From an optimization exercise on the open Yosys and OpenROAD flow, aimed at small area; shortcuts taken in it are not production practice. In this exercise RTL edits were held to simulation tests only and were not proved equivalent to the original. Power and IR drop assume default switching activity.

**flow/config.mk**
```make
export PLATFORM = sky130hd
export DESIGN_NAME = pocsag_rx
export DESIGN_NICKNAME = pocsag_rx
export VERILOG_FILES = /design/flow/design.v
export SDC_FILE = /design/flow/constraint.sdc
export NUM_CORES = 4
export LEC_CHECK = 0
export CAP_MARGIN = 20
export CORE_MARGIN = 2
export CORE_UTILIZATION = 40
export SLEW_MARGIN = 20
```
**flow/constraint.sdc**
```tcl
create_clock -name core_clock -period 14.0 [get_ports {clk}]
set_input_delay 2.8000 -clock core_clock [delete_from_list [all_inputs] [get_ports {clk}]]
set_output_delay 2.8000 -clock core_clock [all_outputs]
set_load 0.01 [all_outputs]
```
**flow/design.v**
```verilog
module pocsag_slicer (
    input  wire        clk,
    input  wire        rst,
    input  wire        in_valid,
    input  wire [15:0] in_sample,
    output wire        bit_valid,
    output wire        bit_val
);
    reg  [22:0] mag_acc;
    reg  [17:0] bit_sum;
    reg  [1:0]  samp_cnt;
    wire        neg      = in_sample[15];
    wire [15:0] abs_s    = neg ? (~in_sample + 16'd1) : in_sample;
    wire [22:0] mag_next = mag_acc - {7'd0, mag_acc[22:7]} + {7'd0, abs_s};
    wire [17:0] sum_next = bit_sum + {{2{neg}}, in_sample};
    assign bit_valid = in_valid & (&samp_cnt);
    assign bit_val   = ~sum_next[17] & (sum_next[16:0] > mag_next[22:6]);
    always @(posedge clk) begin
        if (rst) begin
            mag_acc  <= 23'd0;
            bit_sum  <= 18'd0;
            samp_cnt <= 2'd0;
        end else if (in_valid) begin
            mag_acc  <= mag_next;
            samp_cnt <= samp_cnt + 2'd1;
            bit_sum  <= (&samp_cnt) ? 18'd0 : sum_next;
        end
    end
endmodule
module pocsag_bch (
    input  wire [31:0] cw_in,
    output reg  [31:0] cw_out,
    output reg         fail
);
    localparam [32*11-1:0] SYN_TAB = {
        11'h769, 11'h3B5, 11'h1DB, 11'h785, 11'h3C3, 11'h689, 11'h345, 11'h1A3,
        11'h7B9, 11'h3DD, 11'h1EF, 11'h79F, 11'h4A7, 11'h53B, 11'h5F5, 11'h2FB,
        11'h615, 11'h30B, 11'h6ED, 11'h377, 11'h6D3, 11'h401, 11'h201, 11'h101,
        11'h081, 11'h041, 11'h021, 11'h011, 11'h009, 11'h005, 11'h003, 11'h001
    };
    reg [10:0] syn;
    reg [31:0] flip;
    integer p;
    always @* begin
        syn = 11'd0;
        for (p = 0; p < 32; p = p + 1)
            if (cw_in[p])
                syn = syn ^ SYN_TAB[p*11 +: 11];
        flip = 32'd0;
        for (p = 0; p < 32; p = p + 1)
            if (syn == SYN_TAB[p*11 +: 11])
                flip[p] = 1'b1;
        cw_out = cw_in ^ flip;
        fail   = (syn != 11'd0) && (flip == 32'd0);
    end
endmodule
module pocsag_rx (
    input  wire        clk,
    input  wire        rst,
    input  wire        in_valid,
    input  wire [15:0] in_sample,
    output reg         pre_found,
    output reg         sync_found,
    output wire        out_valid,
    output wire [3:0]  out_index,
    output wire [31:0] out_word,
    output wire        out_fail,
    output wire        out_addr
);
    localparam PRE_MIN_T = 519;
    localparam [31:0]  KMP_P  = 32'h1BA84B3E;
    localparam [159:0] KMP_FB = {5'd2, 5'd2, 5'd4, 5'd1, 5'd1, 5'd5, 5'd1, 5'd1,
                                 5'd1, 5'd3, 5'd1, 5'd3, 5'd1, 5'd2, 5'd2, 5'd2,
                                 5'd3, 5'd1, 5'd2, 5'd3, 5'd1, 5'd4, 5'd1, 5'd1,
                                 5'd2, 5'd0, 5'd1, 5'd1, 5'd1, 5'd1, 5'd1, 5'd0};
    localparam [1:0] S_PRE   = 2'd0,
                     S_SYNC  = 2'd1,
                     S_BATCH = 2'd2;
    wire bit_valid, bit_val;
    pocsag_slicer u_slicer (
        .clk       (clk),
        .rst       (rst),
        .in_valid  (in_valid),
        .in_sample (in_sample),
        .bit_valid (bit_valid),
        .bit_val   (bit_val)
    );
    reg  [1:0]  state;
    reg  [4:0]  cnt;       
    reg  [4:0]  hi;        
    reg  [9:0]  ptrans;
    reg         prev;      
    reg         emit;
    reg  [17:0] lane [0:31];
    wire in_pre   = (state == S_PRE);
    wire in_sync  = (state == S_SYNC);
    wire in_batch = (state == S_BATCH);
    wire [31:0] tails;
    genvar g;
    generate
        for (g = 0; g < 32; g = g + 1) begin : g_tail
            assign tails[g] = lane[(g + 1) % 32][17];
        end
    endgenerate
    wire       pfull     = hi[4] & hi[1];
    wire       pempty    = (hi == 5'd0) & (cnt == 5'd0);
    wire       t_add     = ~pempty & (bit_val ^ prev);
    wire       t_sub     = pfull & tails[cnt];
    wire [9:0] ptrans_n  = ptrans + {9'd0, t_add} - {9'd0, t_sub};
    wire       full_n    = pfull | (hi[4] & hi[0] & (&cnt));
    wire       pre_match = full_n & (ptrans_n >= PRE_MIN_T);
    wire       kmp_hit   = (bit_val == KMP_P[cnt]);
    wire       sync_hit  = kmp_hit & (&cnt);
    wire        store    = bit_valid & ~in_sync;
    wire        lane_in  = in_pre ? (bit_val ^ prev) : bit_val;
    wire [31:0] lane_sel = 32'd1 << cnt;
    integer i;
    always @(posedge clk) begin
        for (i = 0; i < 32; i = i + 1)
            if (emit | (store & lane_sel[i]))
                lane[i] <= {lane[i][16:0], lane_in};
    end
    always @(posedge clk) begin
        if (rst) begin
            state      <= S_PRE;
            cnt        <= 5'd0;
            hi         <= 5'd0;
            ptrans     <= 10'd0;
            pre_found  <= 1'b0;
            sync_found <= 1'b0;
            emit       <= 1'b0;
        end else begin
            pre_found  <= 1'b0;
            sync_found <= 1'b0;
            if (emit) begin
                hi <= hi + 5'd1;
                if (hi[3:0] == 4'd15) begin
                    emit <= 1'b0;
                    hi   <= 5'd0;
                end
            end
            if (bit_valid) begin
                case (state)
                    S_PRE: begin
                        prev <= bit_val;
                        cnt  <= cnt + 5'd1;
                        if (pre_match) begin
                            state     <= S_SYNC;
                            cnt       <= 5'd0;
                            hi        <= 5'd0;
                            ptrans    <= 10'd0;
                            pre_found <= 1'b1;
                        end else begin
                            ptrans <= ptrans_n;
                            if (!pfull && (&cnt))
                                hi <= hi + 5'd1;
                        end
                    end
                    S_SYNC: begin
                        cnt <= kmp_hit ? cnt + 5'd1 : KMP_FB[cnt*5 +: 5];
                        if (sync_hit) begin
                            state      <= S_BATCH;
                            sync_found <= 1'b1;
                        end
                    end
                    default: begin
                        cnt <= cnt + 5'd1;
                        if (&cnt) begin
                            hi <= hi + 5'd1;
                            if (hi[3:0] == 4'd15) begin
                                state <= S_SYNC;
                                hi    <= 5'd0;
                                emit  <= 1'b1;
                            end
                        end
                    end
                endcase
            end
        end
    end
    wire [31:0] raw;
    generate
        for (g = 0; g < 32; g = g + 1) begin : g_raw
            assign raw[31 - g] = lane[g][15];
        end
    endgenerate
    pocsag_bch u_bch (
        .cw_in  (raw),
        .cw_out (out_word),
        .fail   (out_fail)
    );
    assign out_valid = emit;
    assign out_index = hi[3:0];
    assign out_addr  = ~raw[31];
endmodule
```
**flow/run.sh**
```bash
#!/bin/bash
# synth_recipe.tcl (not shown) runs the flow's synth.tcl, then flattens the netlist and writes it again
# the make line also repeats each setting of config.mk as NAME=value (left out here)
make -C /OpenROAD-flow-scripts/flow DESIGN_CONFIG=/design/flow/config.mk WORK_HOME=/design/flow/orfs CLKGATE_MAP_FILE= SYNTH_SCRIPT=/design/flow/synth_recipe.tcl finish
```
==> results of run 1 <==
## report_power, final
group | switching (mW) | total (mW) | internal (mW) | leakage [nW]
Sequential | 0.0272 | 2.17 | 2.14 | 5.74
Combinational | 0.662 | 1.12 | 0.460 | 3.47
Clock | 0.759 | 1.85 | 1.09 | 1.15
Total | 1.45 | 5.14 | 3.69 | 10.4
## cell type report
class                      instances  share of cell area
clock inverter                    43              0.0182
sequential                       645               0.614
inverter                          56             0.00690
tap                              864              0.0355
multi-input combinational        958               0.241
timing repair buffer              84              0.0252
clock buffer                      81              0.0592
## metal layers
metal  up-vias  GRT usage  share of wire
li1       6586          -              -
met1      6956      0.216           0.47
met2       371      0.237           0.45
met3        93     0.0337          0.056
met4         0     0.0502          0.026
met5         -          0              0
## how the worst max path moves through the flow
| stage | cells after the start | start | slack [ns] | end |
|---|---|---|---|---|
| 3_5_place_dp | 39 | in_sample[1] | 1.67 | hi[3] |
| 3_3_place_gp | 39 | in_sample[1] | 1.86 | hi[3] |
| 6_report | 38 | in_sample[1] | 2.21 | hi[3] |
| 4_1_cts | 39 | in_sample[1] | 2.22 | hi[3] |
| 2_1_floorplan | 37 | in_sample[3] | 3.44 | hi[0] |
| 5_1_grt | 38 | in_sample[1] | 1.44 | hi[3] |
## metrics by stage
step           utilization  instances  hold slack [ns]  instance area, µm²  total power [mW]
2_1_floorplan            -       1712            0.400               26400              3.03
3_3_place_gp         0.428       2607            0.401               28100              3.32
3_5_place_dp         0.428       2607            0.405               28100              3.32
4_1_cts              0.464       2731            0.407               30400              5.20
5_1_grt              0.464       2731            0.412               30400              5.43
6_report             0.464       2731            0.398               30400              5.14
## placed cells by master (no fill, tap or decap), drive strengths merged, types with 16 or more instances in the layout
cell           instances
xnor2                108
a21oi                 73
ha                    82
nand2b                16
xor2                  40
nor2b                 36
nand2                109
edfxtp               577
nor3                  22
buf                   27
dfxtp                 68
mux2i                 18
fa                    18
clkdlybuf4s50         57
inv                   58
clkinv                32
nand3                 43
o21ai                 58
clkbuf                81
a21o                  19
nor2                 108
## registers in the layout, summed over array words and instances (netlist names), named ones only
name               count
pre_found              1
sync_found             1
u_slicer.samp_cnt      2
u_slicer.mag_acc      23
ptrans                10
hi                     5
u_slicer.bit_sum      18
lane                 576
cnt                    5
prev                   1
state                  2
## Yosys cell counts, types with 7 or more instances
cell | n | area, µm²
mux2_2 | 11 | 124
xnor2_1 | 106 | 928
nand2b_1 | 15 | 93.8
or3_1 | 7 | 43.8
and3_1 | 7 | 43.8
nand3b_1 | 8 | 60.1
nor2b_1 | 36 | 225
nand4_1 | 9 | 56.3
nand3_1 | 43 | 215
a211oi_1 | 10 | 75.1
clkbuf_1 | 38 | 143
ha_1 | 82 | 1030
edfxtp_1 | 577 | 17300
o21ai_0 | 58 | 290
mux2i_1 | 18 | 180
nand2_1 | 108 | 405
o211ai_1 | 8 | 60.1
inv_1 | 56 | 210
nor3_1 | 21 | 105
and2_1 | 9 | 56.3
a21oi_1 | 73 | 365
nor2_1 | 107 | 402
xor2_1 | 40 | 350
mux4_2 | 10 | 225
dfxtp_1 | 68 | 1360
o31ai_1 | 7 | 52.6
fa_1 | 18 | 360
a21o_1 | 19 | 143
o21bai_1 | 7 | 52.6
xnor3_1 | 11 | 248
## worst max-delay path, delay by kind of cell
kind            cells  cell delay (ns)
buf+inv             3             0.70
fa+ha+maj           7             2.20
simple gates        6             1.41
xor+xnor            4             0.84
compound gates     18             4.32
## cells by family (layout without fill, tap and decap cells)
kind of cell	Yosys count	in the layout
mux	39	39
flops	645	645
simple gates	406	406
fa+ha+maj	100	100
buf+inv	109	264
xor+xnor	168	168
compound gates	245	245
==> run summary, run 1 <==
post-route ant nets 0; Max IR drop VDD 0.000126 V; normalized max-slew margin 0.309; Post-Route Setup TNS 0 ns; TritonCTS Sinks 645; actual slew at the worst max-slew pin 1.04 ns; CP endpoint kind flop; peak per-stage delay on the critical path 0.64 ns; R2R Setup Slk 5.02 ns; total die area 68200 µm²; main flop type after synthesis edfxtp_1; area share of fa/ha/maj cells after synthesis 0.0524; FMAX 0.0848 GHz; Max Cap Viol 0; Chip Height 261 µm; #FFs+latches synth 645; routability cong. 0.900; mapped cell area 26400 µm²; core box area 65600 µm²; hold path startpoint lane[1][1]; R2R Path End hi[3]; WL/cell 19.2 µm; Hold Path Class flop to flop; hold path endpoint lane[1][2]; clock buffer count from CTS 69; worst r2r path cells 35; DRC 0; CP max stage cell a2111oi_0; Final setup viols 0; RSZ-0062 raised after global routing no; mux share of post-synthesis cell area 0.0200; H-Tree Depth 3; Final Hold Fails 0; Place WS 1.67 ns; main combinational cell family by area after synthesis simple AND/OR/NAND/NOR gates; CTS root buf clkbuf_16; CP most frequent cell ha_1; worst hold stages 0; first-pass GRT wire length 80.5 mm; hold bufs inserted after CTS 0; cells after synthesis 1712; post-CTS setup buffers 0; Final period util 0.842; io pins 60; status no timing/DRC/antenna violations; initial antenna violation count 1; drt via density 5.13; Starting Density 0.403; register area 18700 µm²; Synth Area in XOR/XNOR 0.0671; Syn Nets 1831; post-synthesis compound-gate area fraction 0.0601; Post-synth EDFFs 577; fin nets 1933; area of the multi-input gates 7340 µm²; worst setup margin 2.21 ns; cell row count 94; hpwl dp 35.1 mm; overall die width 261 µm; CP Data Required Time 14.47 ns; largest net degree at the start of global routing 58; FFs w/ async S/R, synth 0; leakage power 10.4 nW; Buffers on Ports 59; P&R area growth vs syn 15.1%; clk latency of the worst-skew pair 0.62 ns; Seq/Total Area, Yosys 0.707; Critical Setup Path Class input port to flop; CP Max Fanout 14; Final min period 11.79 ns; global route total overflow 0; initial drt markers 1149; Critical R2R Launch u_slicer.mag_acc[8]; Yosys warning count 4; number of global-route vias before repair 13926; Post-Synth Simple-Gate Area 0.0772; CTS resizes 0; share of layout cells above drive strength 1 0.104; Worst Skew 0.0558 ns; GRT Util Overall 0.153; clk buf depth 3; Pwr Density 169 nW/µm²; Max Slew Vio Count 0; CTS tree yes; fill count 5706; CTS clk-pin slew, worst paths 0.06 ns; drt first pass iters 7; WP data arrival 12.26 ns; via count 14006; WL final 52.3 mm; Synth cell types 84; syn_area_per_cell 15.4 µm²; startpoint types input port; antenna cells 0
==> inputs of run 2 (changes only) <==
--- a/flow/config.mk
+++ b/flow/config.mk
@@ -8,4 +8,5 @@
 export CAP_MARGIN = 20
 export CORE_MARGIN = 2
 export CORE_UTILIZATION = 40
+export CTS_BUF_LIST = sky130_fd_sc_hd__clkbuf_4
 export SLEW_MARGIN = 20
==> run 2 against run 1 <==
Against the previous run:
- first-iteration DRC count down 5.2%
- wire length increased by 2.2%
- synthesized area unchanged
- flip-flop and latch count unchanged
- register-to-register slack improved by 0.06 ns
- critical path type unchanged
- critical endpoint unchanged
- largest cell class unchanged
- largest power group unchanged
==> run summary, run 2 <==
max reg flops 576; leakage power 10.5 nW; CTS root buf clkbuf_4; DRC 0; hold bufs inserted after CTS 0; main flop type after synthesis edfxtp_1; clock power share 0.329; CP Max Fanout 14; number of global-route vias before repair 14795; overall die width 261 µm; Yosys warning count 4; #FFs+latches synth 645; switch share 0.301; WL/cell 18.4 µm; Chip Height 261 µm; worst r2r path cells 35; drt first pass iters 5; Max Slew Vio Count 0; fin cells 2904; Biggest register lane; syn_area_per_cell 15.4 µm²; Final Hold Fails 0; Post-Synth Simple-Gate Area 0.0772; hold path startpoint lane[13][16]; Pwr Density 162 nW/µm²; Buffers on Ports 59; Worst Path Buf+Inv 3; cells after synthesis 1712; design area 30300 µm²; Hold WS 0.382 ns; post-CTS setup buffers 0; worst hold stages 0; Seq/Total Area, Yosys 0.707; worst setup margin 2.62 ns; initial drt markers 1089; Post-synth EDFFs 577; FFs w/ async S/R, synth 0; CTS tree yes; CP Data Required Time 14.86 ns; Max IR drop VDD 0.000116 V; main combinational cell family by area after synthesis simple AND/OR/NAND/NOR gates; initial antenna violation count 4; status no timing/DRC/antenna violations; global route total overflow 0; Top Registers lane (576), u_slicer.mag_acc (23), u_slicer.bit_sum (18); Critical Setup Path Class input port to flop; cell row count 94; post-route ant nets 0; GRT Util Overall 0.158; Max Cap Viol 0; CTS clk-pin slew, worst paths 0.07 ns; WL final 53.5 mm; post-synthesis compound-gate area fraction 0.0601; hpwl dp 35.1 mm; most frequent cells in the layout edfxtp_1, clkbuf_4, nand2_1, nor2_1, xnor2_1; core box area 65600 µm²; Synth cell types 84; clk buf depth 3; Flop pwr share 0.442; most common cell after layout, fill and taps aside edfxtp_1; top-count cell post-synth edfxtp_1; Final setup viols 0; post-placement cell count 2607; TritonCTS Sinks 645; share of layout cells above drive strength 1 0.172; normalized max-slew margin 0.320; WP depth 38; Place WS 1.67 ns; CTS resizes 0; mapped cell area 26400 µm²; largest delay contributor family on the critical path compound AO/OA/AOI/OAI gates; Critical R2R Launch u_slicer.mag_acc[8]; CP max stage cell a2111oi_0; FMAX 0.0879 GHz; dominant cell type by area after synthesis edfxtp_1; placed instance area 28100 µm²; P&R area growth vs syn 14.5%; CP most frequent cell ha_1; H-Tree Depth 4; R2R Path End hi[3]; mux share of post-synthesis cell area 0.0200; Hold Path Class flop to flop; Post-synth top cells edfxtp_1, nand2_1, nor2_1; startpoint types input port; total chip power 4.91 mW; routability cong. 0.900; Synth Area in XOR/XNOR 0.0671; Comb power frac 0.229; Final period util 0.813; RSZ-0062 raised after global routing no; R2R Setup Slk 5.08 ns; WP data arrival 12.24 ns; Synth top area share 0.655; Starting Density 0.403; drt via density 5.02; area share of fa/ha/maj cells after synthesis 0.0524; clock buffer count from CTS 164; Power Internal 3.43 mW; final core utilization 0.461; total die area 68200 µm²; io pins 60; via count 14589; Syn Nets 1831; hold path endpoint lane[13][17]; largest net degree at the start of global routing 58; first-pass GRT wire length 82.6 mm; actual slew at the worst max-slew pin 1.02 ns; Final min period 11.38 ns; NetSw 1.48 mW; Post-Route Setup TNS 0 ns; CP endpoint kind flop; Worst Skew 0.0877 ns; Synth area leaders edfxtp_1, dfxtp_1, ha_1; clk latency of the worst-skew pair 1.00 ns; fin nets 2028; peak per-stage delay on the critical path 0.63 ns
-- run 2: cell count changes in the layout (fill, tap and decap cells not counted), moves of 4 or more --
cell       change
clkbuf_1       -9
bufinv_16      -7
clkinv_16      -4
clkinv_2       -8
diode_2        +4
clkbuf_16     -69
clkinv_1      +21
clkbuf_4     +240
-- run 2: final cells by class --
cell class	count	area, µm²
inverters	56	210
clock inverters	53	369
multi-input cells	958	7340
diodes	4	10.0
repair buffers	84	768
flip-flops and latches	645	18700
clock buffers	240	1800
well taps	864	1080
fillers	5802	35400
-- run 2: power by group through the flow --
| stage | clock (mW) | sequential (mW) | combinational, mW |
|---|---|---|---|
| 3_3_place_gp | 0 | 2.21 | 1.11 |
| 4_1_cts | 1.69 | 2.17 | 1.12 |
| 3_5_place_dp | 0 | 2.21 | 1.11 |
| 5_1_grt | 1.79 | 2.17 | 1.27 |
| 2_1_floorplan | 0 | 2.20 | 0.829 |
| 6_report | 1.61 | 2.17 | 1.12 |
-- run 2: worst register-to-register path, delay by kind of cell (launching register included) --
kind                     cells  cell delay (ns)
adder cells (fa/ha/maj)      6             1.98
buffers and inverters        2             0.14
AO/OA/AOI/OAI               19             4.50
AND/OR/NAND/NOR              5             1.21
flip-flops                   1             0.37
XOR/XNOR                     3             0.64
-- run 2: logic make-up (layout without fill, tap and decap cells) --
logic type / Yosys count / count (layout)
DFF: 645 / 645
AOI/OAI and AO/OA: 245 / 245
adders and majority gates: 100 / 100
and+or+nand+nor: 406 / 406
xor gates and xnor gates: 168 / 168
other: 0 / 4
buffers and inverters: 109 / 433
muxes: 39 / 39
-- run 2: how the worst max path moves through the flow --
stage / from / to / slack [ns]
finish: in_sample[1] / hi[3] / 2.62
global route: in_sample[1] / hi[3] / 1.89
CTS: in_sample[1] / hi[3] / 2.71
detailed placement: in_sample[1] / hi[3] / 1.67
global placement: in_sample[1] / hi[3] / 1.86
floorplan: in_sample[3] / hi[0] / 3.44
-- run 2: routing by layer --
layer / GRT usage / vias up / part of all wire / routed length, µm
li1: - / 6895 / - / -
met1: 0.217 / 7205 / 0.47 / 25000
met2: 0.238 / 410 / 0.45 / 24200
met3: 0.0428 / 79 / 0.058 / 3120
met4: 0.0693 / 0 / 0.022 / 1160
met5: 0 / - / 0 / 0
==> inputs of run 3 (changes only) <==
--- a/flow/config.mk
+++ b/flow/config.mk
@@ -5,8 +5,8 @@
 export SDC_FILE = /design/flow/constraint.sdc
 export NUM_CORES = 4
 export LEC_CHECK = 0
+export ABC_AREA = 1
 export CAP_MARGIN = 20
 export CORE_MARGIN = 2
 export CORE_UTILIZATION = 40
-export CTS_BUF_LIST = sky130_fd_sc_hd__clkbuf_4
 export SLEW_MARGIN = 20
==> run 3 against run 2 <==
Against the previous run:
- still clean
- critical path depth rose by 11
- hold slack better by 0.017 ns
- die area is 4.9% higher
- maximum frequency increased by 7.6%
- sequential share of layout area shrank 2.9 points
- synthesized cell count rose by 35%
- core utilization increased by 0.12 points
- synthesized area increased by 5.0%
- sequential power hardly changed
- via count grew 15%
- global-route usage increased by 0.48 points
- critical endpoint is now ptrans[7]
- largest power group unchanged
- highest routed layer is now met5
==> run summary, run 3 <==
status no timing/DRC/antenna violations; Biggest register lane; Flop pwr share 0.404; WL final 57.6 mm; clk buf depth 3; WL/cell 16.9 µm; peak per-stage delay on the critical path 0.50 ns; met1 Track Usage GR 0.238; GRT Util Overall 0.163; WP data arrival 11.10 ns; Synth cell types 53; clock power share 0.340; io pins 60; main flop type after synthesis edfxtp_1; worst hold stages 0; total die area 71500 µm²; RSZ-0062 raised after global routing no; H-Tree Depth 3; Final period util 0.756; CTS clk-pin slew, worst paths 0.06 ns; largest delay contributor family on the critical path simple AND/OR/NAND/NOR gates; clock buffer count from CTS 68; CTS resizes 0; met2 Use GR 0.248; Top Registers lane (576), u_slicer.mag_acc (23), u_slicer.bit_sum (18); CP Data Required Time 14.52 ns; hpwl dp 40.8 mm; Post-Route Setup TNS 0 ns; global route total overflow 0; design area 31800 µm²; Max Slew Vio Count 0; leakage power 12.0 nW; routability cong. 0.936; CTS tree yes; core box area 68700 µm²; CP Max Fanout 7; NetSw 1.66 mW; startpoint types input port; actual slew at the worst max-slew pin 1.03 ns; placed instance area 29500 µm²; #FFs+latches synth 645; overall die width 267 µm; cell row count 96; Yosys warning count 4; CTS root buf clkbuf_16; initial antenna violation count 1; clk latency of the worst-skew pair 0.60 ns; CP most frequent cell nand2_1; CP endpoint kind flop; FFs w/ async S/R, synth 0; top-count cell post-synth edfxtp_1; most common cell after layout, fill and taps aside edfxtp_1; largest net degree at the start of global routing 47; Buffers on Ports 59; fin nets 2539; Seq/Total Area, Yosys 0.673; mapped cell area 27800 µm²; Synth top area share 0.624; syn_area_per_cell 12.0 µm²; normalized max-slew margin 0.311; Place WS 2.83 ns; Final Hold Fails 0; max reg flops 576; via count 16796; initial drt markers 1195; worst r2r path cells 39; Starting Density 0.404; Worst Path Buf+Inv 5; WP depth 49; drt via density 4.93; post-route ant nets 0; Max IR drop VDD 0.000109 V; cells after synthesis 2317; Hold Path Class flop to flop; GR peak layer met2; Final min period 10.58 ns; Chip Height 267 µm; Post-synth top cells edfxtp_1, nand2_1, inv_1; share of layout cells above drive strength 1 0.0877; number of global-route vias before repair 16148; post-CTS setup buffers 0; Post-synth EDFFs 577; DRC 0; Synth area leaders edfxtp_1, nand2_1, dfxtp_1; Comb power frac 0.256; Power Internal 3.77 mW; Pwr Density 171 nW/µm²; switch share 0.306; Syn Nets 2436; antenna cells 0; met3 usage 0.0280; final core utilization 0.463; Worst Skew 0.0319 ns; Final setup viols 0; most frequent cells in the layout edfxtp_1, nand2_1, inv_1, nor2_1, a21oi_1; drt first pass iters 5; first-pass GRT wire length 90.8 mm; P&R area growth vs syn 14.5%; dominant cell type by area after synthesis edfxtp_1; hold bufs inserted after CTS 0; Critical Setup Path Class input port to flop; TritonCTS Sinks 645; Hold WS 0.399 ns; Max Cap Viol 0; worst setup margin 3.42 ns; FMAX 0.0945 GHz; CP max stage cell clkdlybuf4s50_1
-- run 3: area by class of cell --
cell class	count	area, µm²
Fill cell	6226	36900
Sequential cell	645	18700
Multi-Input combinational cell	1372	7870
Clock buffer	79	1760
Tap cell	931	1160
Inverter	241	917
Timing Repair Buffer	92	833
Clock inverter	45	546
-- run 3: stage by stage --
| step | cells | power, mW |
|---|---|---|
| 6_report | 3405 | 5.43 |
| 5_1_grt | 3405 | 5.76 |
| 4_1_cts | 3405 | 5.50 |
| 3_5_place_dp | 3281 | 3.62 |
| 3_3_place_gp | 3281 | 3.59 |
| 2_1_floorplan | 2317 | 3.23 |
-- run 3: path summary, 6_finish.rpt --
| check | from | to | slack [ns] |
|---|---|---|---|
| setup / recovery | in_sample[3] | ptrans[7] | 3.42 |
| hold / removal | lane[11][10] | lane[11][11] | 0.40 |
| setup reg to reg | u_slicer.mag_acc[10] | ptrans[7] | 6.81 |
| hold reg to reg | lane[11][10] | lane[11][11] | 0.40 |
-- run 3: routing by layer --
layer  share of wire  wire length [µm]
met2            0.44             25300
met4           0.024              1350
met3           0.046              2620
met5         0.00023                13
met1            0.49             28200
-- run 3: power groups by stage --
stage | Combinational (mW) | Clock (mW) | Sequential (mW)
3_5_place_dp | 1.39 | 0 | 2.23
4_1_cts | 1.40 | 1.91 | 2.19
6_report | 1.39 | 1.85 | 2.19
3_3_place_gp | 1.36 | 0 | 2.23
5_1_grt | 1.59 | 1.98 | 2.20
2_1_floorplan | 1.00 | 0 | 2.23
-- run 3: cell families after synthesis --
family                   share of synthesized area
buffers and inverters                       0.0450
AND/OR/NAND/NOR                              0.130
flip-flops                                   0.673
AO/OA/AOI/OAI                               0.0584
adder cells (fa/ha/maj)                     0.0499
XOR/XNOR                                    0.0439
-- run 3: worst reg2reg max path, delay by kind of cell, from the launching register on --
| kind | cells | cell delay (ns) |
|---|---|---|
| adders and majority gates | 6 | 2.03 |
| and+or+nand+nor | 19 | 2.47 |
| buffers and inverters | 3 | 0.23 |
| xor gates and xnor gates | 3 | 0.53 |
| AOI/OAI and AO/OA | 8 | 1.51 |
| DFF | 1 | 0.38 |
==> inputs of run 4 (changes only) <==
--- a/flow/config.mk
+++ b/flow/config.mk
@@ -5,8 +5,9 @@
 export SDC_FILE = /design/flow/constraint.sdc
 export NUM_CORES = 4
 export LEC_CHECK = 0
-export ABC_AREA = 1
 export CAP_MARGIN = 20
 export CORE_MARGIN = 2
 export CORE_UTILIZATION = 40
+export CTS_BUF_LIST = sky130_fd_sc_hd__clkbuf_8
+export CTS_CLUSTER_SIZE = 30
 export SLEW_MARGIN = 20
==> run 4 against run 3 <==
Against the previous run:
- cell count shrank 18%
- flip-flop and latch count is the same
- non-clock buffer count shrank 8
- synthesized cell count shrank 26%
- maximum frequency shrank 10%
- sequential power is essentially flat
- final area shrank 5.6%
- hold slack lost 0.023 ns
- sequential share of layout area grew 3.5 points
- highest routed layer is now met4
==> run summary, run 4 <==
fin nets 1966; max layer used met4; CTS tree yes; hold bufs inserted after CTS 0; RSZ-0062 raised after global routing no; first-pass GRT wire length 81.5 mm; R2R Setup Slk 4.94 ns; CP endpoint kind flop; peak per-stage delay on the critical path 0.63 ns; Final setup viols 0; Max Slew Vio Count 0; Biggest register lane; Buffers on Ports 59; Starting Density 0.403; Post-Route Setup TNS 0 ns; Hold Path Class flop to flop; Chip Height 261 µm; Top Registers lane (576), u_slicer.mag_acc (23), u_slicer.bit_sum (18); clock power share 0.313; Post-synth top cells edfxtp_1, nand2_1, nor2_1; clk buf depth 3; Synth top area share 0.655; switch share 0.300; largest net degree at the start of global routing 58; worst hold stages 0; Pwr Density 160 nW/µm²; #FFs+latches synth 645; FFs w/ async S/R, synth 0; io pins 60; share of layout cells above drive strength 1 0.112; CTS root buf clkbuf_8; total chip power 4.79 mW; Final min period 11.77 ns; number of global-route vias before repair 14237; worst r2r path cells 35; Synth cell types 84; mapped cell area 26400 µm²; FMAX 0.0850 GHz; main flop type after synthesis edfxtp_1; most common cell after layout, fill and taps aside edfxtp_1; Flop pwr share 0.453; Critical Setup Path Class input port to flop; TritonCTS Sinks 645; CTS clk-pin slew, worst paths 0.07 ns; Comb power frac 0.234; hpwl dp 35.1 mm; H-Tree Depth 3; Syn Nets 1831; post-route ant nets 0; WL/cell 19.0 µm; Seq/Total Area, Yosys 0.707; via count 14193; drt first pass iters 5; CP Max Fanout 14; syn_area_per_cell 15.4 µm²; CP max stage cell a2111oi_0; Yosys warning count 4; clk latency of the worst-skew pair 0.72 ns; met3 wire len 3.14 mm; max reg flops 576; WP data arrival 12.32 ns; startpoint types input port; fill count 5780; initial drt markers 1214; NetSw 1.43 mW; drt via density 5.09; routed wl met2 23.8 mm; leakage power 10.3 nW; total die area 68200 µm²; antenna cells 0; Place WS 1.67 ns; post-CTS setup buffers 0; Worst Skew 0.0839 ns; Power Internal 3.35 mW; dominant cell type by area after synthesis edfxtp_1; Max IR drop VDD 0.000106 V; Post-synth EDFFs 577; top-count cell post-synth edfxtp_1; overall die width 261 µm; Final period util 0.841; CTS resizes 0; global route total overflow 0; P&R area growth vs syn 13.5%; normalized max-slew margin 0.313; CP most frequent cell ha_1; Max Cap Viol 0; routability cong. 0.900; WL final 53.1 mm; worst setup margin 2.23 ns; CP Data Required Time 14.55 ns; core box area 65600 µm²; Final Hold Fails 0; GRT Util Overall 0.155; clock buffer count from CTS 102; actual slew at the worst max-slew pin 1.03 ns; most frequent cells in the layout edfxtp_1, nand2_1, nor2_1, clkbuf_8, xnor2_1; cells after synthesis 1712; initial antenna violation count 1; DRC 0; Synth area leaders edfxtp_1, dfxtp_1, ha_1; Post-Route M1 WL 24.7 mm; status no timing/DRC/antenna violations; cell row count 94
-- run 4: changes by cell type after synthesis, sizes merged, moves of 39 or more --
cell,before,now
xnor2,46,108
nand2,525,109
o21ai,111,58
xor2,89,40
nor2,152,108
a21oi,112,73
nand3,112,43
inv,237,56
-- run 4: final timing paths --
check                 startpoint           to
max                 in_sample[1]        hi[3]
min                  lane[2][12]  lane[2][13]
max reg2reg  u_slicer.mag_acc[8]        hi[3]
min reg2reg          lane[2][12]  lane[2][13]
-- run 4: cell type report --
class	instances	area (µm²)	share of cell area
Inverter	56	210	0.00700
Clock buffer	106	1460	0.0486
Multi-Input combinational cell	958	7340	0.245
Clock inverter	74	458	0.0153
Timing Repair Buffer	84	768	0.0256
Sequential cell	645	18700	0.623
Tap cell	864	1080	0.0360
-- run 4: power groups by stage --
stage | Sequential [mW] | Clock [mW] | Combinational (mW)
final | 2.17 | 1.50 | 1.12
after global routing | 2.17 | 1.64 | 1.27
after CTS | 2.17 | 1.56 | 1.12
after detailed placement | 2.21 | 0 | 1.11
after global placement | 2.21 | 0 | 1.11
after floorplan | 2.20 | 0 | 0.829
-- run 4: critical path: cells and delay by family --
kind                       cells  cell delay [ns]
and+or+nand+nor                6             1.39
adders and majority gates      7             2.20
buffers and inverters          3             0.70
AOI/OAI and AO/OA             18             4.37
xor gates and xnor gates       4             0.84
-- run 4: kinds of logic after synthesis --
kind of cell,after synthesis,share of synthesized area
flops,645,0.707
simple gates,406,0.0772
compound gates,245,0.0601
xor+xnor,168,0.0671
buf+inv,109,0.0166
fa+ha+maj,100,0.0524
mux,39,0.0200
-- run 4: per-stage QoR --
step / area, µm² / cells / hold slack (ns) / util
after global routing: 30000 / 2787 / 0.395 / 0.457
after global placement: 28100 / 2607 / 0.401 / 0.428
after CTS: 30000 / 2787 / 0.379 / 0.457
after detailed placement: 28100 / 2607 / 0.405 / 0.428
final: 30000 / 2787 / 0.376 / 0.457
after floorplan: 26400 / 1712 / 0.400 / -
-- run 4: routing by layer --
| layer | track usage | up-vias |
|---|---|---|
| met1 | 0.218 | 7019 |
| met4 | 0.0551 | 0 |
| met5 | 0 | - |
| li1 | - | 6672 |
| met2 | 0.238 | 402 |
| met3 | 0.0349 | 100 |

==> re-timing with driven ports <==
Ports are ideal in the flow. The routed layouts listed here were re-timed in OpenROAD.
Step 1, drivers: a clkbuf_16 drives clk and a buf_2 each remaining input, both assumed.
Step 2 adds t to the input delays and takes it off the output delays; t is the mean of the earliest and latest rising clock arrival at the registers after step 1. Input paths then give back, and output paths get back, about the clock's delay inside the block.
a / b / c = no drivers / after step 1 / after step 2; a / b = the first two.
run	t, ns	slack for setup (ns)	worst setup path after step 2	pins driven straight from the clock port
run 1	0.651	2.213 / 2.246 / 1.595	input to register	1
run 2	1.016	2.617 / 2.653 / 1.637	input to register	1
run 3	0.645	3.423 / 3.461 / 2.815	input to register	1
run 4	0.738	2.232 / 2.264 / 1.526	input to register	1
After both steps setup and hold are still met in every run listed. For run 2, which loses most, drivers alone change the setup slack by +0.036 ns; drivers and shift together by -0.980 ns.
